What follows belongs to an exercise in optimizing a design on an open flow for small area, a short achievable clock period and few clock cycles; a production flow would make more cautious choices.
Only simulation tests tie the RTL to the original design; equivalence was not proved.
Power and IR drop assume default switching activity.

===== flow/run.sh =====
#!/bin/bash
# synth_recipe.tcl (not shown) runs the flow's synth.tcl, then flattens the netlist and writes it again
# the make line also repeats each setting of config.mk as NAME=value (left out here)
make -C /OpenROAD-flow-scripts/flow DESIGN_CONFIG=/design/flow/config.mk WORK_HOME=/design/flow/orfs CLKGATE_MAP_FILE= SYNTH_SCRIPT=/design/flow/synth_recipe.tcl finish

===== flow/config.mk =====
export PLATFORM = sky130hd
export DESIGN_NAME = slang_core
export DESIGN_NICKNAME = slang_core
export VERILOG_FILES = /design/flow/design.v
export SDC_FILE = /design/flow/constraint.sdc
export NUM_CORES = 4
export LEC_CHECK = 0
export CAP_MARGIN = 20
export CELL_PAD_IN_SITES_DETAIL_PLACEMENT = 2
export CELL_PAD_IN_SITES_GLOBAL_PLACEMENT = 4
export CORE_MARGIN = 2
export CORE_UTILIZATION = 25
export PLACE_DENSITY = 0.45
export SETUP_SLACK_MARGIN = 2.5
export SLEW_MARGIN = 20
export TNS_END_PERCENT = 0

===== flow/constraint.sdc =====
create_clock -name core_clock -period 10.0 [get_ports {clk}]
set_input_delay 2.0000 -clock core_clock [delete_from_list [all_inputs] [get_ports {clk}]]
set_output_delay 2.0000 -clock core_clock [all_outputs]
set_load 0.01 [all_outputs]

===== flow/design.v =====
module slang_core (
    input  wire        clk,
    input  wire        rst,           
    output reg         mem_req,
    output reg         mem_we,
    output reg         mem_ram,
    output reg  [11:0] mem_addr,
    output reg  [7:0]  mem_wdata,
    input  wire        mem_ack,
    input  wire [7:0]  mem_rdata,
    output reg         con_valid,
    output reg  [7:0]  con_data,
    output wire        halted,
    output wire        faulted,
    output wire [3:0]  fault_code,
    input  wire [3:0]  dbg_sel,
    output wire [63:0] dbg_data
);
    localparam [63:0] STACK_TOP = 64'h2FF8;
    localparam [3:0] R_ACC = 4'd0, R_IP = 4'd1, R_SP = 4'd2, R_FP = 4'd3,
                     R_FS  = 4'd4, R_AC = 4'd5;
    localparam [7:0] OP_NOP = 8'h00, OP_HLT = 8'h01, OP_MOV = 8'h02, OP_LOD = 8'h03,
                     OP_STR = 8'h04, OP_ADD = 8'h05, OP_SUB = 8'h06, OP_MUL = 8'h07,
                     OP_DIV = 8'h08, OP_INC = 8'h09, OP_DEC = 8'h0A, OP_AND = 8'h0B,
                     OP_OR  = 8'h0C, OP_XOR = 8'h0D, OP_NOT = 8'h0E, OP_SHL = 8'h0F,
                     OP_SHR = 8'h10, OP_JMP = 8'h11, OP_JEQ = 8'h12, OP_JNE = 8'h13,
                     OP_JGT = 8'h14, OP_JLT = 8'h15, OP_JGE = 8'h16, OP_JLE = 8'h17,
                     OP_JNZ = 8'h18, OP_JEZ = 8'h19, OP_PSH = 8'h1A, OP_POP = 8'h1B,
                     OP_DUP = 8'h1C, OP_SWP = 8'h1D, OP_CLR = 8'h1E, OP_CAL = 8'h1F,
                     OP_RET = 8'h20;
    localparam [3:0] M_NULL = 4'd0, M_RR = 4'd1, M_RM = 4'd2, M_IR = 4'd3,
                     M_IM   = 4'd4, M_MR = 4'd5, M_MM = 4'd6, M_LIT = 4'd7,
                     M_REG  = 4'd8, M_MEM = 4'd9;
    localparam [1:0] K_NONE = 2'd0, K_REG = 2'd1, K_IMM = 2'd2, K_ADR = 2'd3;
    localparam [3:0] F_DECODE = 4'd1, F_INVOP = 4'd2, F_UNKREG = 4'd3,
                     F_OOB    = 4'd4, F_UNMAPW = 4'd5, F_RDWO  = 4'd6,
                     F_DIV0   = 4'd7, F_SHIFT  = 4'd8, F_WROM  = 4'd9;
    localparam [4:0] S_OP = 5'd0, S_MODE = 5'd1, S_R1 = 5'd2, S_F1 = 5'd3,
                     S_R2 = 5'd4, S_F2 = 5'd5, S_RD = 5'd6, S_WR = 5'd7,
                     S_MUL = 5'd8, S_DIV = 5'd9, S_FSADJ = 5'd10, S_RE1 = 5'd11,
                     S_RE2 = 5'd12, S_RE3 = 5'd13, S_HALT = 5'd14, S_FAULT = 5'd15,
                     S_SHL = 5'd16, S_SHR = 5'd17, S_SHRW = 5'd18, S_EX = 5'd19,
                     S_INCW = 5'd20, S_FSW = 5'd21, S_JX = 5'd22;
    localparam [3:0] C_DONE = 4'd0, C_MOVR = 4'd1, C_MOVM = 4'd2, C_ALU = 4'd3,
                     C_INCM = 4'd4, C_PSH = 4'd5, C_POP = 4'd6, C_DUP1 = 4'd7,
                     C_DUP2 = 4'd8, C_SWP1 = 4'd9, C_SWP2 = 4'd10, C_SWP3 = 4'd11,
                     C_CAL = 4'd12, C_RET = 4'd13;
    localparam [2:0] Y_SUM = 3'd0, Y_AND = 3'd1, Y_OR = 3'd2, Y_XOR = 3'd3,
                     Y_NOTA = 3'd4, Y_PASSB = 3'd5, Y_PASSA = 3'd6, Y_CSEL = 3'd7;
    reg [4:0]  st;
    reg [3:0]  cont, fcode;
    reg        exq;              
    reg [63:0] acc, ip, sp, fp, fs;
    reg [63:0] gr5, gr6, gr7, gr8, gr9, gr10, gr11, gr12, gr13;
    reg [7:0]  opb;
    reg [3:0]  mode, r1, r2;
    reg        r1bad;
    reg [63:0] F, T;
    reg [63:0] PR;               
    reg [16:0] ar, a2;           
    reg [2:0]  ai;               
    reg [3:0]  cnt;
    reg [6:0]  dn;
    reg        dlead, first;
    reg        jlt, jeq;
    reg        r1_done;
    function [1:0] first_kind(input [3:0] md);
        case (md)
            M_RR, M_RM, M_REG: first_kind = K_REG;
            M_IR, M_IM, M_LIT: first_kind = K_IMM;
            M_MR, M_MM, M_MEM: first_kind = K_ADR;
            default:           first_kind = K_NONE;
        endcase
    endfunction
    function [1:0] second_kind(input [3:0] md);
        case (md)
            M_RR, M_IR, M_MR: second_kind = K_REG;
            M_RM, M_IM, M_MM: second_kind = K_ADR;
            default:          second_kind = K_NONE;
        endcase
    endfunction
    function accepted(input [7:0] o, input [3:0] md);
        case (o)
            OP_NOP, OP_HLT, OP_DUP, OP_SWP, OP_CLR, OP_RET:
                accepted = (md == M_NULL);
            OP_MOV, OP_LOD, OP_STR:
                accepted = (md == M_RR) || (md == M_RM) || (md == M_IR) ||
                           (md == M_IM) || (md == M_MR) || (md == M_MM);
            OP_ADD, OP_SUB, OP_MUL, OP_DIV, OP_AND, OP_OR, OP_XOR, OP_SHL, OP_SHR:
                accepted = (md == M_RR) || (md == M_IR) || (md == M_MR);
            OP_INC, OP_DEC:
                accepted = (md == M_REG) || (md == M_MEM);
            OP_NOT:
                accepted = (md == M_REG);
            OP_JMP, OP_JEQ, OP_JNE, OP_JGT, OP_JLT, OP_JGE, OP_JLE, OP_JNZ, OP_JEZ,
            OP_PSH, OP_CAL:
                accepted = (md == M_LIT) || (md == M_REG);
            OP_POP:
                accepted = (md == M_NULL) || (md == M_REG);
            default:
                accepted = 1'b0;
        endcase
    endfunction
    function [64:0] add64(input [63:0] a, input [63:0] b, input ci);
        reg [63:0] p, G, P;
        integer l, i, j;
        begin
            p = a ^ b;
            G = a & b;
            P = p;
            G[0] = G[0] | (p[0] & ci);
            for (l = 0; l < 6; l = l + 1)
                for (i = 0; i < 64; i = i + 1)
                    if (((i >> l) & 1) == 1) begin
                        j = ((i >> l) << l) - 1;
                        G[i] = G[i] | (P[i] & G[j]);
                        P[i] = P[i] & P[j];
                    end
            add64[0] = p[0] ^ ci;
            for (i = 1; i < 64; i = i + 1)
                add64[i] = p[i] ^ G[i-1];
            add64[64] = G[63];
        end
    endfunction
    function [63:0] pre64(input [63:0] x);
        integer l, i, j;
        begin
            pre64 = x;
            for (l = 0; l < 6; l = l + 1)
                for (i = 0; i < 64; i = i + 1)
                    if (((i >> l) & 1) == 1) begin
                        j = ((i >> l) << l) - 1;
                        pre64[i] = pre64[i] & pre64[j];
                    end
        end
    endfunction
    function [63:0] inc64(input [63:0] x);
        reg [63:0] c;
        begin
            c = pre64(x);
            inc64 = x ^ {c[62:0], 1'b1};
        end
    endfunction
    function [63:0] dec64(input [63:0] x);
        reg [63:0] c;
        begin
            c = pre64(~x);
            dec64 = x ^ {c[62:0], 1'b1};
        end
    endfunction
    function lt8(input [7:0] a, input [7:0] b);
        integer k;
        begin
            lt8 = 1'b0;
            for (k = 0; k < 8; k = k + 1)
                if (a[k] != b[k]) lt8 = b[k];
        end
    endfunction
    function [16:0] desc(input [63:0] a);
        desc = {~|a[63:16], a[15:0]};
    endfunction
    function [16:0] desc_pm8(input [63:0] x, input dn8);
        reg [63:0] y;
        reg        c;
        reg        hz;
        begin
            if (!dn8) begin
                y = inc64({51'd0, x[15:3]});
                c = &x[15:3];
                hz = c ? (&x[63:16]) : (~|x[63:16]);
            end else begin
                y = dec64({51'd0, x[15:3]});
                c = ~|x[15:3];
                hz = c ? (x[63:16] == 48'd1) : (~|x[63:16]);
            end
            desc_pm8 = {hz, y[12:0], x[2:0]};
        end
    endfunction
    wire fetch_st = (st == S_OP) || (st == S_MODE) || (st == S_R1) ||
                    (st == S_F1) || (st == S_R2) || (st == S_F2);
    wire is_wr    = (st == S_WR);
    wire is_rd    = fetch_st || (st == S_RD);
    wire acc_st   = is_rd || is_wr;
    wire len8     = (st == S_F1) || (st == S_F2) || (st == S_RD) || is_wr;
    wire [16:0] base = fetch_st ? desc(ip) : ar;
    wire        b_hz = base[16];
    wire [15:0] b_lo = base[15:0];
    wire lo_z11 = ~|b_lo[11:0];
    wire d_con  = b_hz && (b_lo[15:12] == 4'hF) && (b_lo[11:5] == 7'd0) &&
                  (!b_lo[4] || (b_lo[3:0] == 4'd0));
    wire d_ram  = b_hz && ((b_lo[15:12] == 4'h2) || ((b_lo[15:12] == 4'h3) && lo_z11));
    wire d_rom  = b_hz && ((b_lo[15:12] == 4'h0) || ((b_lo[15:12] == 4'h1) && lo_z11));
    wire d_mem  = d_ram || d_rom;
    wire mapped = d_mem || d_con;
    wire [3:0]  o3    = {1'b0, b_lo[2:0]} + {1'b0, ai};
    wire [63:0] o9    = inc64({55'd0, b_lo[11:3]});
    wire [12:0] o12   = {o3[3] & (&b_lo[11:3]), o3[3] ? o9[8:0] : b_lo[11:3], o3[2:0]};
    wire [2:0]  nlo   = ~b_lo[2:0];
    wire        c3    = (ai[2] & ~nlo[2]) |
                        ((ai[2] ~^ nlo[2]) & ((ai[1] & ~nlo[1]) |
                                              ((ai[1] ~^ nlo[1]) & ai[0] & ~nlo[0])));
    wire        ocon  = b_lo[4] || (c3 && b_lo[3]);
    wire        oob   = d_con ? ocon : (b_lo[12] || (c3 && (&b_lo[11:3])));
    wire f_rdwo = d_con && !is_wr;
    wire f_oob  = mapped && oob;
    wire f_wrom = d_rom && is_wr;
    wire f_unm  = !mapped && is_wr;
    wire bfault = acc_st && (f_rdwo || f_oob || f_wrom || f_unm);
    wire [3:0] bfcode = f_rdwo ? F_RDWO : f_oob ? F_OOB : f_wrom ? F_WROM : F_UNMAPW;
    wire bok    = mapped && !f_rdwo && !oob && !f_wrom;
    wire step   = acc_st && !bfault && ((d_con || mem_ack) || !mapped);
    wire last   = !len8 || (ai == 3'd7) || !mapped;
    wire [7:0]  bv      = (d_mem && is_rd) ? mem_rdata : 8'd0;
    wire [63:0] F_sh    = {bv, F[63:8]};
    wire [63:0] rd_full = (acc_st && !mapped) ? 64'd0 : F_sh;
    always @* begin
        mem_req   = acc_st && bok && d_mem;
        mem_we    = is_wr;
        mem_ram   = d_ram;
        mem_addr  = o12[11:0];
        mem_wdata = F[7:0];
        con_valid = is_wr && bok && d_con;
        con_data  = F[7:0];
    end
    assign halted     = (st == S_HALT);
    assign faulted    = (st == S_FAULT);
    assign fault_code = faulted ? fcode : 4'd0;
    wire [3:0] ex_idx  = (mode == M_REG) ? r1 : r2;
    reg  [3:0] pidx_r;
    reg        use_bv;
    wire [3:0] pidx_run = use_bv ? bv[3:0] : pidx_r;
    wire [3:0] pidx = (halted || faulted) ? dbg_sel : pidx_run;
    reg [63:0] port;
    always @* begin
        case (pidx)
            4'd0:  port = acc;
            4'd1:  port = ip;
            4'd2:  port = sp;
            4'd3:  port = fp;
            4'd4:  port = fs;
            4'd5:  port = gr5;
            4'd6:  port = gr6;
            4'd7:  port = gr7;
            4'd8:  port = gr8;
            4'd9:  port = gr9;
            4'd10: port = gr10;
            4'd11: port = gr11;
            4'd12: port = gr12;
            4'd13: port = gr13;
            default: port = 64'd0;
        endcase
    end
    assign dbg_data = port;
    wire        ip_c3 = len8 || (&ip[2:0]);
    wire [63:0] ip_hi = pre64({3'b111, ip[63:3]});
    wire [63:0] ipn   = {ip[63:3] ^ ({ip_hi[59:0], 1'b1} & {61{ip_c3}}),
                         len8 ? ip[2:0] : ip[2:0] + 3'd1};
    wire        pr_isip = (st == S_R1 || st == S_R2) && (pidx_run == R_IP);
    wire        f_isip  = (st == S_R2 || st == S_F2) && (r1 == R_IP);
    wire [63:0] pr_fx   = f_isip ? ipn : PR;
    always @(posedge clk)
        PR <= pr_isip ? ipn : port;
    wire [63:0] s_val = F;
    wire [3:0] mode_x = (st == S_MODE) ? M_NULL : mode;
    wire [1:0] k1x    = first_kind(mode_x);
    wire [1:0] k2x    = second_kind(mode_x);
    wire [1:0] k1     = first_kind(mode);
    wire [1:0] k2     = second_kind(mode);
    wire       opb_bad = (|opb[7:6]) || (opb[5] && (|opb[4:0]));
    wire       bv_gt9  = (|bv[7:4]) || (bv[3] && (bv[2] || bv[1]));
    wire       bv_gt13 = (|bv[7:4]) || (bv[3] && bv[2] && bv[1]);
    wire       dec_bad = opb_bad || bv_gt9;
    wire x_ev = step && (((st == S_MODE) && (bv == 8'd0) && !dec_bad) ||
                         ((st == S_R1) && (k2 == K_NONE)) ||
                         ((st == S_F1) && last && (k2 == K_NONE)) ||
                         (st == S_R2) ||
                         ((st == S_F2) && last));
    wire r1bad_x = (st == S_R1) ? bv_gt13 : r1bad;
    wire r2bad_x = bv_gt13;
    wire x_acc   = accepted(opb, mode_x);
    wire x_regok = !((k1x == K_REG) && r1bad_x) && !((k2x == K_REG) && r2bad_x);
    wire [16:0] a2x = !mapped ? 17'h10000 : {a2[16] && (bv == 8'd0), a2[15:0]};
    wire rd_last = (st == S_RD) && step && last;
    wire is_dy   = (opb == OP_ADD) || (opb == OP_SUB) || (opb == OP_AND) ||
                   (opb == OP_OR)  || (opb == OP_XOR) || (opb == OP_MUL) ||
                   (opb == OP_DIV) || (opb == OP_SHL) || (opb == OP_SHR);
    wire is_dy1  = (opb == OP_ADD) || (opb == OP_SUB) || (opb == OP_AND) ||
                   (opb == OP_OR)  || (opb == OP_XOR);
    wire is_mov  = (opb == OP_MOV) || (opb == OP_LOD) || (opb == OP_STR);
    wire ex_now  = (st == S_EX) || ((st == S_OP) && exq);
    wire alu_now = ex_now && is_dy;
    reg        a_zero, a_ones, a_div, a_sp, a_acc;
    reg        b_t, b_acc, b_k;
    reg [63:0] b_const;
    reg        sub, cin;
    reg [2:0]  yop;
    reg        sp_dn;
    wire [63:0] Tm    = first ? 64'd0 : T;
    wire [63:0] a_in  = a_zero ? 64'd0 : a_ones ? {64{1'b1}} :
                        a_div ? {Tm[62:0], acc[63]} : a_sp ? sp : a_acc ? acc : PR;
    wire [63:0] b_in  = b_k ? b_const : b_t ? T : b_acc ? acc : s_val;
    wire [64:0] sum   = add64(a_in, sub ? ~b_in : b_in, sub | cin);
    reg [63:0] alu_y;
    always @* begin
        case (yop)
            Y_AND:   alu_y = a_in & b_in;
            Y_OR:    alu_y = a_in | b_in;
            Y_XOR:   alu_y = a_in ^ b_in;
            Y_NOTA:  alu_y = ~a_in;
            Y_PASSB: alu_y = b_in;
            Y_PASSA: alu_y = a_in;
            Y_CSEL:  alu_y = F[0] ? sum[63:0] : a_in;
            default: alu_y = sum[63:0];
        endcase
    end
    wire [63:0] jv    = (st == S_F1) ? rd_full : PR;
    wire [7:0]  acc_b = acc[8*ai +: 8];
    wire        b_lt  = (bv != acc_b) ? lt8(acc_b, bv) : (jlt && ai != 3'd0);
    wire        b_eq  = (bv == acc_b) && (jeq || ai == 3'd0);
    wire        a_z   = (acc == 64'd0);
    wire        v_eq  = &(a_in ~^ b_in);
    wire        v_gt  = sum[64] && !v_eq;
    wire        j_eq  = (st == S_F1) ? (mapped ? b_eq : a_z) : jeq;
    wire        j_lt  = (st == S_F1) ? (mapped && b_lt) : jlt;
    reg         taken;
    always @* begin
        case (opb)
            OP_JMP:  taken = 1'b1;
            OP_JEQ:  taken = j_eq;
            OP_JNE:  taken = !j_eq;
            OP_JGT:  taken = !j_lt && !j_eq;
            OP_JLT:  taken = j_lt;
            OP_JGE:  taken = !j_lt;
            OP_JLE:  taken = j_lt || j_eq;
            OP_JNZ:  taken = !a_z;
            default: taken = a_z;
        endcase
    end
    wire [3:0] ret_dst = (cnt == 4'd0) ? R_FS : (cnt == 4'd9) ? R_IP : (4'd14 - cnt);
    wire       div_q   = Tm[63] | sum[64];
    wire       mul_end = (F[63:1] == 63'd0);
    wire       mul_skp = (F[7:0] == 8'd0);
    wire       div_skp = dlead && (acc[63:56] == 8'd0) && (dn[6:3] != 4'd7);
    wire [6:0] sh_nx   = (dn[5:3] != 3'd0) ? dn - 7'd8 : dn - 7'd1;
    wire       sh_fin  = (sh_nx[5:0] == 6'd0);
    reg [4:0]  st_n;
    reg [3:0]  cont_n, fc_n;
    reg        fault_n;
    reg        exq_set;
    reg        gw_en, gw_rd;
    reg [3:0]  gw_idx;
    reg        ip_n, ip_j, ip_t;                        
    reg        sp_top, sp_sum;
    reg        fs_sum, fs_clr;
    reg        fp_sum;
    reg        acc_y, acc_dq, acc_d8;
    reg        F_sh_ld, F_sh1, F_port, F_pr, F_ipn, F_y, F_T, F_fp, F_ac;
    reg        T_pr, T_rd, T_div, T_sh1, T_sh8;
    reg        ar_f1, ar_a2x, ar_a2, ar_sp, ar_pm;
    reg        a2_ld;
    reg        cnt_clr, cnt_inc;
    reg        first_set, first_clr;
    reg        div_init, sh_init, jflag;
    function [14:0] alu_cfg(input [4:0] s_, input [3:0] c_, input [7:0] o_, input f_);
        reg az, ao, ad, asp, aac, bt, bac, bk, sb, ci;
        reg [1:0] kc;
        reg [2:0] yo;
        begin
            az = 1'b0; ao = 1'b0; ad = 1'b0; asp = 1'b0; aac = 1'b0;
            bt = 1'b0; bac = 1'b0; bk = 1'b0; kc = 2'd0; sb = 1'b0; ci = 1'b0; yo = Y_SUM;
            case (s_)
                S_MODE, S_R1: begin asp = 1'b1; bk = 1'b1; kc = 2'd1; end       
                S_RD: begin
                    if (c_ == C_POP) begin bk = 1'b1; kc = 2'd2; end            
                    else begin asp = 1'b1; bk = 1'b1; kc = 2'd1; end            
                end
                S_WR:    begin asp = 1'b1; bk = 1'b1; kc = 2'd2; end            
                S_MUL:   begin az = f_; aac = 1'b1; bt = 1'b1; yo = Y_CSEL; end
                S_DIV:   begin ad = 1'b1; sb = 1'b1; end
                S_INCW:  begin az = (o_ == OP_INC); ao = (o_ == OP_DEC); ci = (o_ == OP_INC); end
                S_FSADJ: begin bk = 1'b1; kc = (o_ == OP_PSH) ? 2'd1 : 2'd2; end
                S_RE3:   sb = 1'b1;
                S_SHRW:  yo = Y_PASSB;
                default: begin                       
                    case (o_)
                        OP_SUB: sb = 1'b1;
                        OP_AND: yo = Y_AND;
                        OP_OR:  yo = Y_OR;
                        OP_XOR: yo = Y_XOR;
                        OP_SHL, OP_DIV: yo = Y_PASSA;
                        OP_INC: begin bk = 1'b1; ci = 1'b1; end
                        OP_DEC: begin bk = 1'b1; kc = 2'd3; end
                        OP_NOT: yo = Y_NOTA;
                        OP_MOV, OP_LOD, OP_STR: yo = Y_PASSB;
                        OP_JMP, OP_JEQ, OP_JNE, OP_JGT, OP_JLT, OP_JGE, OP_JLE,
                        OP_JNZ, OP_JEZ: begin sb = 1'b1; bac = 1'b1; end
                        default: ;
                    endcase
                end
            endcase
            alu_cfg = {az, ao, ad, asp, aac, bt, bac, bk, kc, sb, ci, yo};
        end
    endfunction
    reg [14:0] cfg;
    always @* begin
        {a_zero, a_ones, a_div, a_sp, a_acc, b_t, b_acc, b_k} = cfg[14:7];
        case (cfg[6:5])
            2'd0: b_const = 64'd0;
            2'd1: b_const = 64'd8;
            2'd2: b_const = -64'd8;
            default: b_const = {64{1'b1}};
        endcase
        sub = cfg[4];
        cin = cfg[3];
        yop = cfg[2:0];
        sp_dn = ((st == S_RD) && (cont == C_DUP1)) || ((st == S_WR) && (cont != C_SWP3));
    end
    always @* begin
        st_n = st; cont_n = cont; fc_n = fcode; fault_n = 1'b0; exq_set = 1'b0;
        gw_en = 1'b0; gw_rd = 1'b0; gw_idx = R_ACC;
        ip_n = 1'b0; ip_j = 1'b0; ip_t = 1'b0;
        sp_top = 1'b0; sp_sum = 1'b0; 
        fs_sum = 1'b0; fs_clr = 1'b0; fp_sum = 1'b0;
        acc_y = 1'b0; acc_dq = 1'b0; acc_d8 = 1'b0;
        F_sh_ld = 1'b0; F_sh1 = 1'b0; F_port = 1'b0; F_pr = 1'b0; F_ipn = 1'b0; F_y = 1'b0;
        F_T = 1'b0; F_fp = 1'b0; F_ac = 1'b0;
        T_pr = 1'b0; T_rd = 1'b0; T_div = 1'b0; T_sh1 = 1'b0; T_sh8 = 1'b0;
        ar_f1 = 1'b0; ar_a2x = 1'b0; ar_a2 = 1'b0; ar_sp = 1'b0; ar_pm = 1'b0;
        a2_ld = 1'b0; cnt_clr = 1'b0; cnt_inc = 1'b0;
        first_set = 1'b0; first_clr = 1'b0; div_init = 1'b0; sh_init = 1'b0; jflag = 1'b0;
        if (ex_now) begin
            if (st == S_EX) st_n = S_OP;
            case (opb)
                OP_MOV, OP_LOD, OP_STR: begin
                    gw_en = 1'b1; gw_idx = r2;
                end
                OP_INC, OP_DEC, OP_NOT: acc_y = 1'b1;
                OP_JMP, OP_JEQ, OP_JNE, OP_JGT, OP_JLT, OP_JGE, OP_JLE,
                OP_JNZ, OP_JEZ: begin
                    jflag = 1'b1; st_n = S_JX;
                end
                OP_PSH: begin
                    F_pr = 1'b1; ar_sp = 1'b1; st_n = S_WR; cont_n = C_PSH;
                end
                OP_CAL: begin
                    T_pr = 1'b1; ar_sp = 1'b1; cnt_clr = 1'b1;
                    st_n = S_WR; cont_n = C_CAL;
                end
                default: ;               
            endcase
        end
        if ((st == S_R2 || st == S_F2) && r1_done && k1 == K_REG) F_pr = 1'b1;
        if (acc_st && bfault) begin
            fault_n = 1'b1; fc_n = bfcode;
        end else if (acc_st && step) begin
            if (len8 && st != S_F2) F_sh_ld = 1'b1;
            if (fetch_st && (st != S_F1 && st != S_F2 || last)) ip_n = 1'b1;
            case (st)
                S_OP:   st_n = S_MODE;
                S_MODE: begin
                    if (dec_bad) begin
                        fault_n = 1'b1; fc_n = F_DECODE;
                    end else begin
                        case (first_kind(bv[3:0]))
                            K_REG:   st_n = S_R1;
                            K_NONE:  ;
                            default: st_n = S_F1;
                        endcase
                    end
                end
                S_R1: begin
                    case (k2)
                        K_REG:   st_n = S_R2;
                        K_NONE:  ;
                        default: st_n = S_F2;
                    endcase
                end
                S_F1: if (last) begin
                    ar_f1 = 1'b1;
                    case (k2)
                        K_REG:   st_n = S_R2;
                        K_NONE:  ;
                        default: st_n = S_F2;
                    endcase
                end
                S_RD: if (last) begin
                    case (cont)
                        C_MOVR: begin
                            gw_en = 1'b1; gw_rd = 1'b1; gw_idx = r2; st_n = S_OP;
                        end
                        C_MOVM: begin
                            ar_a2 = 1'b1; st_n = S_WR; cont_n = C_DONE;
                        end
                        C_ALU: begin
                            if (is_dy1) begin st_n = S_OP; exq_set = 1'b1; end
                            else st_n = S_EX;
                        end
                        C_INCM: st_n = S_INCW;
                        C_POP: begin
                            gw_en = 1'b1; gw_rd = 1'b1; gw_idx = r1;
                            if (r1 == R_FS) st_n = S_FSW;
                            else begin
                                fs_sum = 1'b1; st_n = S_OP;
                            end
                        end
                        C_DUP1: begin
                            ar_pm = 1'b1; st_n = S_WR; cont_n = C_DUP2;
                        end
                        C_SWP1: begin
                            T_rd = 1'b1; ar_pm = 1'b1; cont_n = C_SWP2;
                        end
                        C_SWP2: begin
                            ar_sp = 1'b1; st_n = S_WR; cont_n = C_SWP3;
                        end
                        default: begin        
                            gw_en = 1'b1; gw_rd = 1'b1; gw_idx = ret_dst;
                            if (cnt == 4'd9) begin
                                F_fp = 1'b1; st_n = S_RE1;
                            end else begin
                                sp_sum = 1'b1; ar_pm = 1'b1; cnt_inc = 1'b1;
                            end
                        end
                    endcase
                end
                S_WR: if (last) begin
                    case (cont)
                        C_PSH: begin
                            sp_sum = 1'b1; st_n = S_FSADJ;
                        end
                        C_DUP2: begin
                            sp_sum = 1'b1; st_n = S_OP;
                        end
                        C_SWP3: begin
                            F_T = 1'b1; ar_pm = 1'b1; cont_n = C_DONE;
                        end
                        C_CAL: begin
                            sp_sum = 1'b1;
                            if (cnt == 4'd9) begin
                                fs_clr = 1'b1; fp_sum = 1'b1; ip_t = 1'b1; st_n = S_OP;
                            end else begin
                                cnt_inc = 1'b1; F_port = 1'b1; ar_pm = 1'b1;
                            end
                        end
                        default: st_n = S_OP;
                    endcase
                end
                default: ;
            endcase
            if (x_ev) begin
                st_n = S_OP;
                if (!x_acc) begin
                    fault_n = 1'b1; fc_n = F_INVOP;
                end else if (!x_regok) begin
                    fault_n = 1'b1; fc_n = F_UNKREG;
                end else begin
                    case (opb)
                        OP_NOP: ;
                        OP_HLT: st_n = S_HALT;
                        OP_MOV, OP_LOD, OP_STR: begin
                            case (mode_x)
                                M_RR, M_IR: begin
                                    if (bv[3:0] == R_IP) st_n = S_EX;
                                    else exq_set = 1'b1;
                                end
                                M_MR: begin st_n = S_RD; cont_n = C_MOVR; end
                                M_MM: begin a2_ld = 1'b1; st_n = S_RD; cont_n = C_MOVM; end
                                default: begin
                                    ar_a2x = 1'b1; st_n = S_WR; cont_n = C_DONE;
                                end
                            endcase
                        end
                        OP_ADD, OP_SUB, OP_AND, OP_OR, OP_XOR, OP_MUL, OP_DIV,
                        OP_SHL, OP_SHR: begin
                            if (mode_x == M_MR) begin
                                st_n = S_RD; cont_n = C_ALU;
                            end else if (is_dy1) begin
                                exq_set = 1'b1;
                            end else begin
                                st_n = S_EX;
                            end
                        end
                        OP_INC, OP_DEC: begin
                            if (mode_x == M_MEM) begin
                                st_n = S_RD; cont_n = C_INCM;
                            end else begin
                                exq_set = 1'b1;
                            end
                        end
                        OP_NOT: exq_set = 1'b1;
                        OP_JMP, OP_JEQ, OP_JNE, OP_JGT, OP_JLT, OP_JGE, OP_JLE,
                        OP_JNZ, OP_JEZ: begin
                            if (mode_x == M_LIT) begin
                                if (taken) begin ip_n = 1'b0; ip_j = 1'b1; end
                            end else begin
                                st_n = S_EX;
                            end
                        end
                        OP_PSH: begin
                            if (mode_x == M_LIT) begin
                                ar_sp = 1'b1; st_n = S_WR; cont_n = C_PSH;
                            end else begin
                                st_n = S_EX;
                            end
                        end
                        OP_POP: begin
                            sp_sum = 1'b1;
                            if (mode_x == M_REG) begin
                                ar_pm = 1'b1; st_n = S_RD; cont_n = C_POP;
                            end else begin
                                st_n = S_FSADJ;
                            end
                        end
                        OP_DUP: begin ar_sp = 1'b1; st_n = S_RD; cont_n = C_DUP1; end
                        OP_SWP: begin ar_sp = 1'b1; st_n = S_RD; cont_n = C_SWP1; end
                        OP_CLR: sp_top = 1'b1;
                        OP_CAL: begin
                            F_ipn = 1'b1;
                            if (mode_x == M_LIT) begin
                                T_rd = 1'b1; ar_sp = 1'b1; cnt_clr = 1'b1;
                                st_n = S_WR; cont_n = C_CAL;
                            end else begin
                                st_n = S_EX;
                            end
                        end
                        default: begin           
                            sp_sum = 1'b1; ar_pm = 1'b1; cnt_clr = 1'b1;
                            st_n = S_RD; cont_n = C_RET;
                        end
                    endcase
                end
            end
        end else begin
            case (st)
                S_INCW: begin
                    F_y = 1'b1; st_n = S_WR; cont_n = C_DONE;
                end
                S_FSW: st_n = S_FSADJ;        
                S_JX: begin
                    if (taken) ip_j = 1'b1;
                    st_n = S_OP;
                end
                S_MUL: begin
                    acc_y = 1'b1; first_clr = 1'b1;
                    if (mul_end) st_n = S_OP;
                    else if (mul_skp) begin F_sh_ld = 1'b1; T_sh8 = 1'b1; end
                    else begin F_sh1 = 1'b1; T_sh1 = 1'b1; end
                end
                S_DIV: begin
                    if (div_skp) begin
                        acc_d8 = 1'b1;
                    end else begin
                        T_div = 1'b1; acc_dq = 1'b1; first_clr = 1'b1;
                        if (dn == 7'd63) st_n = S_OP;
                    end
                end
                S_SHL: begin
                    if (dn[5:3] != 3'd0) acc_d8 = 1'b1; else acc_dq = 1'b1;
                    if (sh_fin) st_n = S_OP;
                end
                S_SHR: begin
                    if (dn[5:3] != 3'd0) F_sh_ld = 1'b1; else F_sh1 = 1'b1;
                    if (sh_fin) st_n = S_SHRW;
                end
                S_SHRW: begin
                    acc_y = 1'b1; st_n = S_OP;
                end
                S_FSADJ: begin
                    fs_sum = 1'b1; st_n = S_OP;
                end
                S_RE1: begin      
                    fp_sum = 1'b1; F_ac = 1'b1; st_n = S_RE2;
                end
                S_RE2: begin      
                    sp_sum = 1'b1; st_n = S_RE3;
                end
                S_RE3: begin      
                    fs_sum = 1'b1; st_n = S_OP;
                end
                default: ;
            endcase
        end
        if (alu_now) begin
            case (opb)
                OP_SHL, OP_SHR:
                    if (s_val[63:6] != 58'd0) begin
                        fault_n = 1'b1; fc_n = F_SHIFT;
                    end else if (opb == OP_SHL) begin
                        acc_y = 1'b1; sh_init = 1'b1;
                        st_n = (s_val[5:0] != 6'd0) ? S_SHL : S_OP;
                    end else begin
                        F_pr = 1'b1; sh_init = 1'b1;
                        st_n = (s_val[5:0] != 6'd0) ? S_SHR : S_SHRW;
                    end
                OP_MUL: begin
                    T_pr = 1'b1; first_set = 1'b1;
                    st_n = S_MUL;
                end
                OP_DIV:
                    if (s_val == 64'd0) begin
                        fault_n = 1'b1; fc_n = F_DIV0;
                    end else begin
                        acc_y = 1'b1; first_set = 1'b1; div_init = 1'b1;
                        st_n = S_DIV;
                    end
                default: acc_y = 1'b1;
            endcase
        end
        if (fault_n) st_n = S_FAULT;
    end
    wire [63:0] gw_val = gw_rd ? rd_full : alu_y;
    wire [7:0] opb_n = (acc_st && step && st == S_OP) ? bv : opb;
    wire [3:0] r1_n  = (acc_st && step && st == S_R1) ? bv[3:0] : r1;
    wire [3:0] r2_n  = (acc_st && step && st == S_R2) ? bv[3:0] : r2;
    wire [3:0] cnt_n = cnt_clr ? 4'd0 : cnt_inc ? cnt + 4'd1 : cnt;
    wire       first_n = first_set ? 1'b1 : first_clr ? 1'b0 : first;
    reg  [3:0] pidx_n;
    always @* begin
        case (st_n)
            S_WR:       pidx_n = (cont_n == C_CAL) ? ((cnt_n == 4'd8) ? R_FS : cnt_n + 4'd6) : R_FS;
            S_RD:       pidx_n = (cont_n == C_ALU) ? r2_n : R_FS;
            S_RE1:      pidx_n = R_SP;
            S_EX, S_JX: pidx_n = (mode == M_REG) ? r1_n : r2_n;
            default:    pidx_n = R_FS;
        endcase
    end
    always @(posedge clk) begin
        if (rst) begin
            pidx_r <= R_FS;
            use_bv <= 1'b0;
            cfg    <= 15'd0;
        end else begin
            pidx_r <= pidx_n;
            use_bv <= (st_n == S_R2) || ((st_n == S_R1) && (opb_n != OP_POP));
            cfg    <= alu_cfg(st_n, cont_n, opb_n, first_n);
        end
    end
    always @(posedge clk) begin
        if (rst) begin
            st    <= S_OP;
            fcode <= 4'd0;
            exq   <= 1'b0;
            ai    <= 3'd0;
            cnt   <= 4'd0;
            first <= 1'b0;
        end else begin
            st    <= st_n;
            cont  <= cont_n;
            fcode <= fc_n;
            exq   <= exq_set;
            r1_done <= (st == S_R1) && step;
            if (acc_st && step) ai <= last ? 3'd0 : ai + 3'd1;
            if (acc_st && step && st == S_OP) opb <= bv;
            if (acc_st && step && st == S_MODE) begin
                mode <= bv[3:0]; a2[16] <= 1'b1;
            end
            if (acc_st && step && st == S_R1) begin
                r1 <= bv[3:0]; r1bad <= bv_gt13;
            end
            if (acc_st && step && st == S_R2) r2 <= bv[3:0];
            if (acc_st && step && st == S_F1) begin jlt <= b_lt; jeq <= b_eq; end
            if (jflag) begin jlt <= v_gt; jeq <= v_eq; end
            if (acc_st && step && st == S_F2) begin
                if (ai == 3'd0) a2[7:0]  <= bv;
                if (ai == 3'd1) a2[15:8] <= bv;
                if (ai[2:1] != 2'd0) a2[16] <= a2[16] && (bv == 8'd0);
                if (last && !mapped) a2 <= 17'h10000;
            end
            if (a2_ld) a2 <= a2x;
            if (cnt_clr) cnt <= 4'd0;
            if (cnt_inc) cnt <= cnt + 4'd1;
            if (first_set) first <= 1'b1;
            if (first_clr) first <= 1'b0;
            if (div_init) begin dn <= 7'd0; dlead <= 1'b1; end
            if (sh_init) dn <= {1'b0, s_val[5:0]};
            if (st == S_SHL || st == S_SHR) dn <= sh_nx;
            if (st == S_DIV) begin
                if (div_skp) dn <= dn + 7'd8;
                else begin dn <= dn + 7'd1; dlead <= 1'b0; end
            end
            if (ar_f1)  ar <= desc(rd_full);
            if (ar_a2x) ar <= a2x;
            if (ar_a2)  ar <= a2;
            if (ar_sp)  ar <= desc(sp);
            if (ar_pm)  ar <= desc_pm8(sp, sp_dn);
        end
    end
    always @(posedge clk) begin
        if (!rst) begin
            if (F_sh_ld || F_sh1 || F_port || F_pr || F_ipn || F_y || F_T || F_fp || F_ac)
                F <= F_ipn  ? ipn :
                     F_pr   ? pr_fx :
                     F_port ? port :
                     F_y    ? alu_y :
                     F_T    ? T :
                     F_fp   ? fp :
                     F_ac   ? {gr5[60:0], 3'b000} :
                     F_sh1  ? {1'b0, F[63:1]} :
                              rd_full;
            if (T_pr || T_rd || T_div || T_sh1 || T_sh8)
                T <= T_pr   ? PR :
                     T_rd   ? rd_full :
                     T_div  ? (div_q ? sum[63:0] : a_in) :
                     T_sh1  ? {T[62:0], 1'b0} :
                              {T[55:0], 8'd0};
        end
    end
    always @(posedge clk) begin
        if (rst) begin
            acc <= 64'd0;
            ip  <= 64'd0;
            sp  <= STACK_TOP;
            fp  <= STACK_TOP;
            fs  <= 64'd0;
            gr5 <= 64'd0; gr6 <= 64'd0; gr7 <= 64'd0; gr8 <= 64'd0; gr9 <= 64'd0;
            gr10 <= 64'd0; gr11 <= 64'd0; gr12 <= 64'd0; gr13 <= 64'd0;
        end else begin
            if (gw_en && gw_idx == R_ACC)
                acc <= gw_val;
            else if (acc_y || acc_dq || acc_d8)
                acc <= acc_dq ? {acc[62:0], div_q && (st == S_DIV)} :
                       acc_d8 ? {acc[55:0], 8'd0} : alu_y;
            if (gw_en && gw_idx == R_IP)
                ip <= gw_val;
            else if (ip_n || ip_j || ip_t)
                ip <= ip_j ? jv : ip_t ? T : ipn;
            if (gw_en && gw_idx == R_SP)
                sp <= gw_val;
            else if (sp_top || sp_sum)
                sp <= sp_top ? STACK_TOP : sum[63:0];
            if (gw_en && gw_idx == R_FP)
                fp <= gw_val;
            else if (fp_sum)
                fp <= sum[63:0];
            if (gw_en && gw_idx == R_FS)
                fs <= gw_val;
            else if (fs_clr)
                fs <= 64'd0;
            else if (fs_sum)
                fs <= sum[63:0];
            if (gw_en && gw_idx == 4'd5)  gr5  <= gw_val;
            if (gw_en && gw_idx == 4'd6)  gr6  <= gw_val;
            if (gw_en && gw_idx == 4'd7)  gr7  <= gw_val;
            if (gw_en && gw_idx == 4'd8)  gr8  <= gw_val;
            if (gw_en && gw_idx == 4'd9)  gr9  <= gw_val;
            if (gw_en && gw_idx == 4'd10) gr10 <= gw_val;
            if (gw_en && gw_idx == 4'd11) gr11 <= gw_val;
            if (gw_en && gw_idx == 4'd12) gr12 <= gw_val;
            if (gw_en && gw_idx == 4'd13) gr13 <= gw_val;
        end
    end
endmodule

==> impl_metrics.sql, run 1 <==
INSERT INTO impl_metrics (metric_group, metric, value, unit) VALUES
('pwr', 'clock_power_share', '14.0', '%'),
('critical_path', 'timing_worst_setup_path_type', 'reg2reg', ''),
('logic_synthesis', 'most_area_hungry_cell_type_in_the_yosys_netlist', 'sky130_fd_sc_hd__dfxtp_1', ''),
('global_routing', 'first_global_vias', '96114', ''),
('clocking', 'cts_root_buffer', 'sky130_fd_sc_hd__clkbuf_16', ''),
('critical_path', 'worstPathMaxFanout', '38', ''),
('logic_synthesis', 'synth_sequential_area_ratio', '31.6', '%'),
('logic_synthesis', 'ys.warnings.count', '1', ''),
('job', 'maxCapViolations', '0', ''),
('routing', 'final_routed_wirelength_across_all_metal_layers', '718000', 'µm'),
('floorplan', 'initial_core_utilization', '25.1', '%'),
('clocking', 'clock_tree.htree_level_count', '4', ''),
('timing', 'clock.fmax', '122', 'MHz'),
('finish', 'post_route_cells_drive_above_1_share', '12.4', '%'),
('logic_synthesis', 'share_of_synthesized_registers_carrying_an_async_set_or_reset', '0', '%'),
('logic_synthesis', 'ys_top_cells_by_area', 'sky130_fd_sc_hd__dfxtp_1 24%, sky130_fd_sc_hd__nand2_1 7.7%, sky130_fd_sc_hd__a21oi_1 7.3%', ''),
('routing', 'drt-initial-drc-count', '15119', ''),
('critical_path', 'timing.critical_path.from_type', 'register', ''),
('routing', 'topRoutingLayerUsed', 'met5', ''),
('routing', 'route.detailed.drc', '0', ''),
('floorplan', 'placementRows', '210', ''),
('clocking', 'cts_tree', 'done', ''),
('pwr', 'power_density', '455', 'nW/µm²'),
('place', 'hpwl_dp', '540000', 'µm'),
('global_routing', 'grt_overflow', '0', ''),
('routing', 'wl_per_cell', '45.7', 'µm'),
('routing', 'drt_first_pass_iters', '8', ''),
('logic_synthesis', 'synth-simple-area-share', '21.7', '%'),
('finish', 'layout.filler_cells', '37674', ''),
('place', 'numPortBuffers', '116', ''),
('routing', 'final_antenna_net_count', '0', ''),
('timing', 'max_slew.worst_pin.slew', '1310', 'ps'),
('logic_synthesis', 'synthAdderAreaFrac', '3.68', '%'),
('timing', 'rsz_0062_raised_after_global_routing', 'true', ''),
('clocking', 'cts_inserted_buffers', '166', ''),
('pwr', 'irDropWorstVdd', '0.283', 'mV'),
('clocking', 'clk_pin_slew', '60', 'ps'),
('timing', 'relSlewSlack', '11.8', '%'),
('logic_synthesis', 'synthesis.area_per_instance', '7.27', 'µm²'),
('logic_synthesis', 'number_of_instances_in_the_synthesized_netlist', '11291', ''),
('pwr', 'power_leakage', '35.3', 'nW'),
('floorplan', 'chipWidth', '577', 'µm'),
('logic_synthesis', 'synth_edf_count', '198', ''),
('routing', 'length_of_routed_wiring_on_met1', '331000', 'µm'),
('timing', 'fin_crit', '8180', 'ps'),
('timing', 'final_slew_viol_count', '0', ''),
('logic_synthesis', 'synth.mux.area_fraction', '3.35', '%'),
('outcome', 'status', 'no timing/DRC/antenna violations', ''),
('clocking', 'deepest_clock_path_buffer_count', '4', ''),
('finish', 'area_delta_synth_final', '19.4', '%'),
('floorplan', 'core_area', '327000', 'µm²'),
('floorplan', 'pin_count', '117', ''),
('timing', 'report.final.hold_viol_count', '0', ''),
('floorplan', 'fp.dieArea', '333000', 'µm²'),
('critical_path', 'critPathCaptureType', 'register', ''),
('logic_synthesis', 'parity_gate_share_of_the_synthesized_area_counting_xor_and_xnor_cells', '2.07', '%'),
('clocking', 'cts_num_sinks', '1197', ''),
('timing', 'clock_skew', '86.0', 'ps'),
('logic_synthesis', 'synthesis.area', '82100', 'µm²'),
('routing', 'wl_met3', '85800', 'µm'),
('global_routing', 'grt_use_total', '41.3', '%'),
('floorplan', 'die_height', '577', 'µm'),
('global_routing', 'antenna_violations_before_repair', '92', ''),
('pwr', 'sw_frac_of_total', '62.3', '%'),
('timing', 'setup_viol', '0', ''),
('clocking', 'clock_insertion_delay_worst_skew', '910', 'ps'),
('finish', 'finish.utilization', '30.0', '%'),
('routing', 'via_count', '101833', ''),
('finish', 'finalNetCount', '11452', ''),
('pwr', 'power.switching', '27.8', 'mW'),
('routing', 'drt-vias-per-instance', '6.48', '');
[through the flow]
stage | hold slack, ps | instances | area (µm²) | setup slack (ps) | total power, mW
floorplan | 436 | 11291 | 82100 | 2360 | 18.9
global placement | 443 | 15263 | 90600 | 473 | 35.5
detailed placement | 449 | 15265 | 90600 | 1060 | 35.8
CTS | 457 | 15600 | 96600 | 1880 | 42.3
global route | 475 | 15691 | 98000 | 1940 | 45.0
finish | 458 | 15714 | 98100 | 1820 | 44.7
[final cells by class]
cell class,count,area [µm²],area share [%]
multi-input cells,8714,52500,53.6
flip-flops and latches,1197,26000,26.5
repair buffers,845,7560,7.71
well taps,4346,5440,5.54
clock buffers,255,4940,5.04
inverters,277,1050,1.07
clock inverters,48,462,0.471
diodes,32,80.1,0.0817
[power groups by stage]
stage	combinational [mW]	clock [mW]	sequential, mW
3_5_place_dp	28.3	0	7.52
2_1_floorplan	12.7	0	6.21
3_3_place_gp	27.9	0	7.52
5_1_grt	31.0	6.48	7.51
4_1_cts	28.6	6.30	7.43
6_report	30.7	6.27	7.64
[cell families after synthesis]
| kind of cell | Yosys count |
|---|---|
| compound gates | 3855 |
| xor+xnor | 194 |
| buf+inv | 1389 |
| flops | 1197 |
| fa+ha+maj | 237 |
| mux | 250 |
| simple gates | 4169 |
[synth_stat cells (38+ instances only)]
library cell / instances
sky130_fd_sc_hd__a211oi_1: 364
sky130_fd_sc_hd__a21o_1: 45
sky130_fd_sc_hd__a21oi_1: 1205
sky130_fd_sc_hd__a221oi_1: 257
sky130_fd_sc_hd__a22o_1: 108
sky130_fd_sc_hd__a22oi_1: 358
sky130_fd_sc_hd__a31oi_1: 114
sky130_fd_sc_hd__and3_1: 38
sky130_fd_sc_hd__buf_1: 76
sky130_fd_sc_hd__buf_2: 171
sky130_fd_sc_hd__clkbuf_1: 837
sky130_fd_sc_hd__dfxtp_1: 999
sky130_fd_sc_hd__edfxtp_1: 198
sky130_fd_sc_hd__ha_1: 228
sky130_fd_sc_hd__inv_1: 273
sky130_fd_sc_hd__mux2i_1: 203
sky130_fd_sc_hd__nand2_1: 1677
sky130_fd_sc_hd__nand2b_1: 53
sky130_fd_sc_hd__nand3_1: 182
sky130_fd_sc_hd__nand4_1: 94
sky130_fd_sc_hd__nor2_1: 1515
sky130_fd_sc_hd__nor2b_1: 86
sky130_fd_sc_hd__nor3_1: 237
sky130_fd_sc_hd__nor4_1: 101
sky130_fd_sc_hd__o211ai_1: 210
sky130_fd_sc_hd__o21a_1: 50
sky130_fd_sc_hd__o21ai_0: 568
sky130_fd_sc_hd__o221ai_1: 42
sky130_fd_sc_hd__o22ai_1: 136
sky130_fd_sc_hd__xnor2_1: 98
sky130_fd_sc_hd__xor2_1: 96
[worst max-delay path: stages, from the launching register on]
cell and delay, ps:
sky130_fd_sc_hd__dfxtp_1 350, sky130_fd_sc_hd__buf_4 250, sky130_fd_sc_hd__nor2b_1 670, sky130_fd_sc_hd__buf_4 280, sky130_fd_sc_hd__nand2_1 60, sky130_fd_sc_hd__buf_4 210, sky130_fd_sc_hd__nand2_1 140, sky130_fd_sc_hd__inv_1 80
sky130_fd_sc_hd__ha_1 310, sky130_fd_sc_hd__nor3b_1 250, sky130_fd_sc_hd__a32o_1 380, sky130_fd_sc_hd__a22oi_1 310, sky130_fd_sc_hd__o31ai_1 830, sky130_fd_sc_hd__a211oi_2 190, sky130_fd_sc_hd__nand2_1 600, sky130_fd_sc_hd__nor2_4 250
sky130_fd_sc_hd__nor2_1 830, sky130_fd_sc_hd__nand2_2 620, sky130_fd_sc_hd__buf_4 530, sky130_fd_sc_hd__o22ai_1 350, sky130_fd_sc_hd__a21oi_1 70, sky130_fd_sc_hd__o21a_1 150
[worst paths after layout]
check | slack, ps | to | cells past startpoint | startpoint
worst max register to register | 1820 | F[47] | 21 | st[1]
worst max-delay path | 1820 | F[47] | 21 | st[1]
worst min-delay path | 460 | gr6[30] | 2 | gr6[30]
worst min register to register | 460 | gr6[30] | 2 | gr6[30]
[cells in the final DEF, fill, tap and decap left out, types with 47 or more instances in the layout]
master                            netlist  routed
sky130_fd_sc_hd__a211oi_1             364     361
sky130_fd_sc_hd__a21oi_1             1205    1173
sky130_fd_sc_hd__a221oi_1             257     242
sky130_fd_sc_hd__a22o_1               108     108
sky130_fd_sc_hd__a22oi_1              358     356
sky130_fd_sc_hd__a31oi_1              114     109
sky130_fd_sc_hd__buf_12                 0      47
sky130_fd_sc_hd__buf_4                 26     642
sky130_fd_sc_hd__clkbuf_1             837      47
sky130_fd_sc_hd__clkbuf_16              0     173
sky130_fd_sc_hd__clkdlybuf4s50_1        0      96
sky130_fd_sc_hd__dfxtp_1              999     981
sky130_fd_sc_hd__edfxtp_1             198     198
sky130_fd_sc_hd__ha_1                 228     228
sky130_fd_sc_hd__inv_1                273     270
sky130_fd_sc_hd__mux2i_1              203     202
sky130_fd_sc_hd__nand2_1             1677    1657
sky130_fd_sc_hd__nand2b_1              53      52
sky130_fd_sc_hd__nand3_1              182     175
sky130_fd_sc_hd__nand4_1               94      94
sky130_fd_sc_hd__nor2_1              1515    1464
sky130_fd_sc_hd__nor2b_1               86      84
sky130_fd_sc_hd__nor3_1               237     227
sky130_fd_sc_hd__nor4_1               101      90
sky130_fd_sc_hd__o211ai_1             210     210
sky130_fd_sc_hd__o21a_1                50      48
sky130_fd_sc_hd__o21ai_0              568     543
sky130_fd_sc_hd__o22ai_1              136     136
sky130_fd_sc_hd__xnor2_1               98      80
sky130_fd_sc_hd__xor2_1                96      87
[repair_timing]
action                                  4_1_cts  5_1_grt
pin swaps                                    23       49
gates cloned                                  8        7
endpoints found under the setup margin      455      586
gates resized for setup                      52      134
buffers inserted                             24       74
[per-layer routing]
metal | vias to the layer above | GRT usage (%)
met3 | 927 | 12.8
li1 | 40812 | -
met2 | 6243 | 54.3
met1 | 53833 | 61.5
met4 | 18 | 14.9
met5 | - | 0
Testbench counts, summed over its fixed seeds: cycles 289,918.
==> run 2, diff against run 1 <==
--- a/flow/design.v
+++ b/flow/design.v
@@ -157,4 +157,14 @@
         end
     endfunction
+    function [2:0] region(input [16:0] d);
+        reg lz;
+        begin
+            lz = ~|d[11:0];
+            region[2] = d[16] && (d[15:12] == 4'hF) && (d[11:5] == 7'd0) &&
+                        (!d[4] || (d[3:0] == 4'd0));
+            region[1] = d[16] && ((d[15:12] == 4'h2) || ((d[15:12] == 4'h3) && lz));
+            region[0] = d[16] && ((d[15:12] == 4'h0) || ((d[15:12] == 4'h1) && lz));
+        end
+    endfunction
     function [16:0] desc(input [63:0] a);
         desc = {~|a[63:16], a[15:0]};
@@ -183,12 +193,10 @@
     wire acc_st   = is_rd || is_wr;
     wire len8     = (st == S_F1) || (st == S_F2) || (st == S_RD) || is_wr;
+    reg  [2:0]  freg, areg;      
     wire [16:0] base = fetch_st ? desc(ip) : ar;
-    wire        b_hz = base[16];
     wire [15:0] b_lo = base[15:0];
-    wire lo_z11 = ~|b_lo[11:0];
-    wire d_con  = b_hz && (b_lo[15:12] == 4'hF) && (b_lo[11:5] == 7'd0) &&
-                  (!b_lo[4] || (b_lo[3:0] == 4'd0));
-    wire d_ram  = b_hz && ((b_lo[15:12] == 4'h2) || ((b_lo[15:12] == 4'h3) && lo_z11));
-    wire d_rom  = b_hz && ((b_lo[15:12] == 4'h0) || ((b_lo[15:12] == 4'h1) && lo_z11));
+    wire d_con  = fetch_st ? freg[2] : areg[2];
+    wire d_ram  = fetch_st ? freg[1] : areg[1];
+    wire d_rom  = fetch_st ? freg[0] : areg[0];
     wire d_mem  = d_ram || d_rom;
     wire mapped = d_mem || d_con;
@@ -708,5 +716,14 @@
         if (fault_n) st_n = S_FAULT;
     end
-    wire [63:0] gw_val = gw_rd ? rd_full : alu_y;
+    wire [63:0] gw_val = gw_rd ? rd_full : F;
+    wire [63:0] ip_d = (gw_en && gw_idx == R_IP) ? gw_val :
+                       ip_j ? jv : ip_t ? T : ip_n ? ipn : ip;
+    wire [16:0] ar_d = ar_pm ? desc_pm8(sp, sp_dn) : ar_sp ? desc(sp) : ar_a2 ? a2 :
+                       ar_a2x ? a2x : ar_f1 ? desc(rd_full) : ar;
+    always @(posedge clk) begin
+        if (rst) freg <= 3'b001;             
+        else     freg <= region(desc(ip_d));
+        areg <= region(ar_d);
+    end
     wire [7:0] opb_n = (acc_st && step && st == S_OP) ? bv : opb;
     wire [3:0] r1_n  = (acc_st && step && st == S_R1) ? bv[3:0] : r1;
@@ -778,9 +795,5 @@
                 else begin dn <= dn + 7'd1; dlead <= 1'b0; end
             end
-            if (ar_f1)  ar <= desc(rd_full);
-            if (ar_a2x) ar <= a2x;
-            if (ar_a2)  ar <= a2;
-            if (ar_sp)  ar <= desc(sp);
-            if (ar_pm)  ar <= desc_pm8(sp, sp_dn);
+            ar <= ar_d;
         end
     end
@@ -820,8 +833,5 @@
                 acc <= acc_dq ? {acc[62:0], div_q && (st == S_DIV)} :
                        acc_d8 ? {acc[55:0], 8'd0} : alu_y;
-            if (gw_en && gw_idx == R_IP)
-                ip <= gw_val;
-            else if (ip_n || ip_j || ip_t)
-                ip <= ip_j ? jv : ip_t ? T : ipn;
+            ip <= ip_d;
             if (gw_en && gw_idx == R_SP)
                 sp <= gw_val;
--- a/flow/config.mk
+++ b/flow/config.mk
@@ -12,5 +12,5 @@
 export CORE_UTILIZATION = 25
 export PLACE_DENSITY = 0.45
-export SETUP_SLACK_MARGIN = 2.5
+export SETUP_SLACK_MARGIN = 3.5
 export SLEW_MARGIN = 20
 export TNS_END_PERCENT = 0
==> run 2 against run 1 <==
Effect of this change: maximum frequency rose by 18%; setup slack improved by 1300 ps; first-iteration DRC count up 5.8%; register-to-register slack better by 1300 ps; clock power is 3% higher; critical path type unchanged; critical endpoint is now freg[0].
==> impl_metrics.sql, run 2 <==
INSERT INTO impl_metrics (metric_group, metric, value, unit) VALUES
('finish', 'finalNetCount', '11308', ''),
('global_routing', 'antenna_violations_before_repair', '125', ''),
('logic_synthesis', 'share_of_synthesized_registers_carrying_an_async_set_or_reset', '0', '%'),
('floorplan', 'die_height', '573', 'µm'),
('logic_synthesis', 'synth_edf_count', '198', ''),
('clocking', 'cts_root_buffer', 'sky130_fd_sc_hd__clkbuf_16', ''),
('pwr', 'irDropWorstVdd', '0.219', 'mV'),
('pwr', 'power_leakage', '36.7', 'nW'),
('critical_path', 'critPathCaptureType', 'register', ''),
('timing', 'final.hold.worst_slack', '501', 'ps'),
('finish', 'multi_input_area', '52400', 'µm²'),
('finish', 'layout.filler_cells', '36824', ''),
('place', 'numPortBuffers', '116', ''),
('logic_synthesis', 'number_of_instances_in_the_synthesized_netlist', '10837', ''),
('floorplan', 'placementRows', '208', ''),
('logic_synthesis', 'synth_sequential_area_ratio', '32.2', '%'),
('timing', 'report.final.hold_viol_count', '0', ''),
('logic_synthesis', 'ys.warnings.count', '1', ''),
('critical_path', 'timing_worst_setup_path_type', 'reg2reg', ''),
('timing', 'max_slew.worst_pin.slew', '1370', 'ps'),
('clocking', 'clock_tree.htree_level_count', '4', ''),
('routing', 'final_routed_wirelength_across_all_metal_layers', '744000', 'µm'),
('logic_synthesis', 'synthesis.area_per_instance', '7.47', 'µm²'),
('outcome', 'status', 'no timing/DRC/antenna violations', ''),
('floorplan', 'chipWidth', '573', 'µm'),
('logic_synthesis', 'post_synth_most_frequent_cells', '1801 x sky130_fd_sc_hd__nor2_1, 1101 x sky130_fd_sc_hd__nand2_1, 1005 x sky130_fd_sc_hd__dfxtp_1, 911 x sky130_fd_sc_hd__clkbuf_1, 827 x sky130_fd_sc_hd__a211oi_1', ''),
('global_routing', 'grt_overflow', '0', ''),
('floorplan', 'pin_count', '117', ''),
('routing', 'drt-vias-per-instance', '6.62', ''),
('critical_path', 'most_numerous_cell_on_the_critical_path', 'sky130_fd_sc_hd__buf_4', ''),
('global_routing', 'grt_use_total', '43.1', '%'),
('clocking', 'cts_num_sinks', '1203', ''),
('critical_path', 'critical-path-max-stage-delay', '820', 'ps'),
('logic_synthesis', 'ys_top_cells_by_area', 'sky130_fd_sc_hd__dfxtp_1 25%, sky130_fd_sc_hd__nor2_1 8.4%, sky130_fd_sc_hd__a211oi_1 7.7%', '');
## run 2: final cells by class
| cell class | instances | share of cell area [%] |
|---|---|---|
| Clock inverter | 53 | 0.600 |
| Timing Repair Buffer | 1115 | 10.2 |
| Sequential cell | 1203 | 25.9 |
| Antenna cell | 51 | 0.126 |
| Tap cell | 4305 | 5.34 |
| Inverter | 247 | 0.922 |
| Clock buffer | 253 | 4.97 |
| Multi-Input combinational cell | 8321 | 51.9 |
## run 2: cell families after synthesis
| family | Yosys count | share of synthesized area [%] |
|---|---|---|
| mux | 244 | 3.30 |
| buf+inv | 1316 | 6.25 |
| flops | 1203 | 32.2 |
| xor+xnor | 251 | 2.72 |
| simple gates | 3732 | 19.7 |
| fa+ha+maj | 237 | 3.73 |
| compound gates | 3854 | 32.1 |
## run 2: what timing repair did
item | in CTS | in global routing
hold endpoints to repair | 0 | 0
buffers inserted | 223 | 45
pin swaps | 111 | 81
gates cloned | 22 | 6
setup endpoints to repair | 1065 | 316
resized for setup | 406 | 168
## run 2: path summary, 6_finish.rpt
path,start,endpoint,slack [ps],depth (start not counted)
worst max-delay path,ai[1],freg[0],3080,20
worst max register to register,ai[1],freg[0],3080,20
worst min register to register,gr6[27],gr6[27],500,2
worst min-delay path,gr6[27],gr6[27],500,2
## run 2: worst register-to-register path, stage by stage, from the launching register on
cell and delay, ps:
sky130_fd_sc_hd__dfxtp_1 820, sky130_fd_sc_hd__buf_4 350, sky130_fd_sc_hd__mux4_2 330, sky130_fd_sc_hd__mux2i_1 610, sky130_fd_sc_hd__o22ai_1 250, sky130_fd_sc_hd__nor2_1 160, sky130_fd_sc_hd__and4b_1 340, sky130_fd_sc_hd__a22o_1 260
sky130_fd_sc_hd__o221a_1 500, sky130_fd_sc_hd__mux2i_1 320, sky130_fd_sc_hd__a21oi_4 530, sky130_fd_sc_hd__buf_4 340, sky130_fd_sc_hd__nor2_1 80, sky130_fd_sc_hd__xnor2_1 150, sky130_fd_sc_hd__o21ai_1 200, sky130_fd_sc_hd__nand4_1 260
sky130_fd_sc_hd__a2111o_1 430, sky130_fd_sc_hd__nor4b_2 310, sky130_fd_sc_hd__nand4_1 130, sky130_fd_sc_hd__buf_4 200, sky130_fd_sc_hd__o31ai_1 240
## run 2: power by group
part,leakage (nW),internal [mW],switching [mW]
sequential,9.96,5.49,1.29
combinational,24.0,5.87,16.7
clock,2.75,3.71,2.77
total,36.7,15.1,20.8
## run 2: per-stage QoR
stage,setup WS [ps],utilization [%],total power [mW],area (µm²),cells
2_1_floorplan,3400,-,14.5,81000,10837
3_3_place_gp,953,28.0,26.1,90200,14891
3_5_place_dp,973,28.0,26.4,90200,14892
4_1_cts,3270,31.0,33.7,99700,15443
5_1_grt,3150,31.3,35.9,101000,15499
6_report,3080,31.4,35.8,101000,15548
## run 2: per-layer routing
layer / track usage [%] / up-vias / part of all wire (%) / wire length (µm)
met5: 0 / - / 0.13 / 942
met4: 15.4 / 68 / 4.3 / 31800
met3: 17.0 / 1307 / 13 / 99900
met2: 57.2 / 6823 / 38 / 282000
met1: 61.4 / 54371 / 44 / 329000
li1: - / 40340 / - / -
Testbench counts of run 2, summed over its fixed seeds: cycles 289,918.

[separate check: timing with driven ports]
The results above use ideal ports. As a check the final layouts listed here were re-extracted and re-timed, cells and wires unchanged.
Step 1 (the two cells are an assumption about what drives the block):
set clk [get_ports {clk}]
set_driving_cell -lib_cell sky130_fd_sc_hd__clkbuf_16 $clk
set_driving_cell -lib_cell sky130_fd_sc_hd__buf_2 [delete_from_list [all_inputs] $clk]
Step 2 times the ports against the registers' clock, not the clock port: input delays grow and output delays shrink by t, the midpoint of the rising clock arrivals with the driver on.
a / b / c = no drivers / after step 1 / after step 2; a / b = the first two.
run	t, ns	setup slack, ns	latest minus earliest clock arrival (ns)	cell pins on the clock port's net
run 1	0.968	1.821 / 1.801 / 1.527	0.093 / 0.094	1
run 2	0.964	3.082 / 3.082 / 2.295	0.092 / 0.093	1
After both steps every run listed still meets setup and hold. For run 2, which loses most, drivers alone change the setup slack by 0.000 ns; drivers and shift together by -0.787 ns.
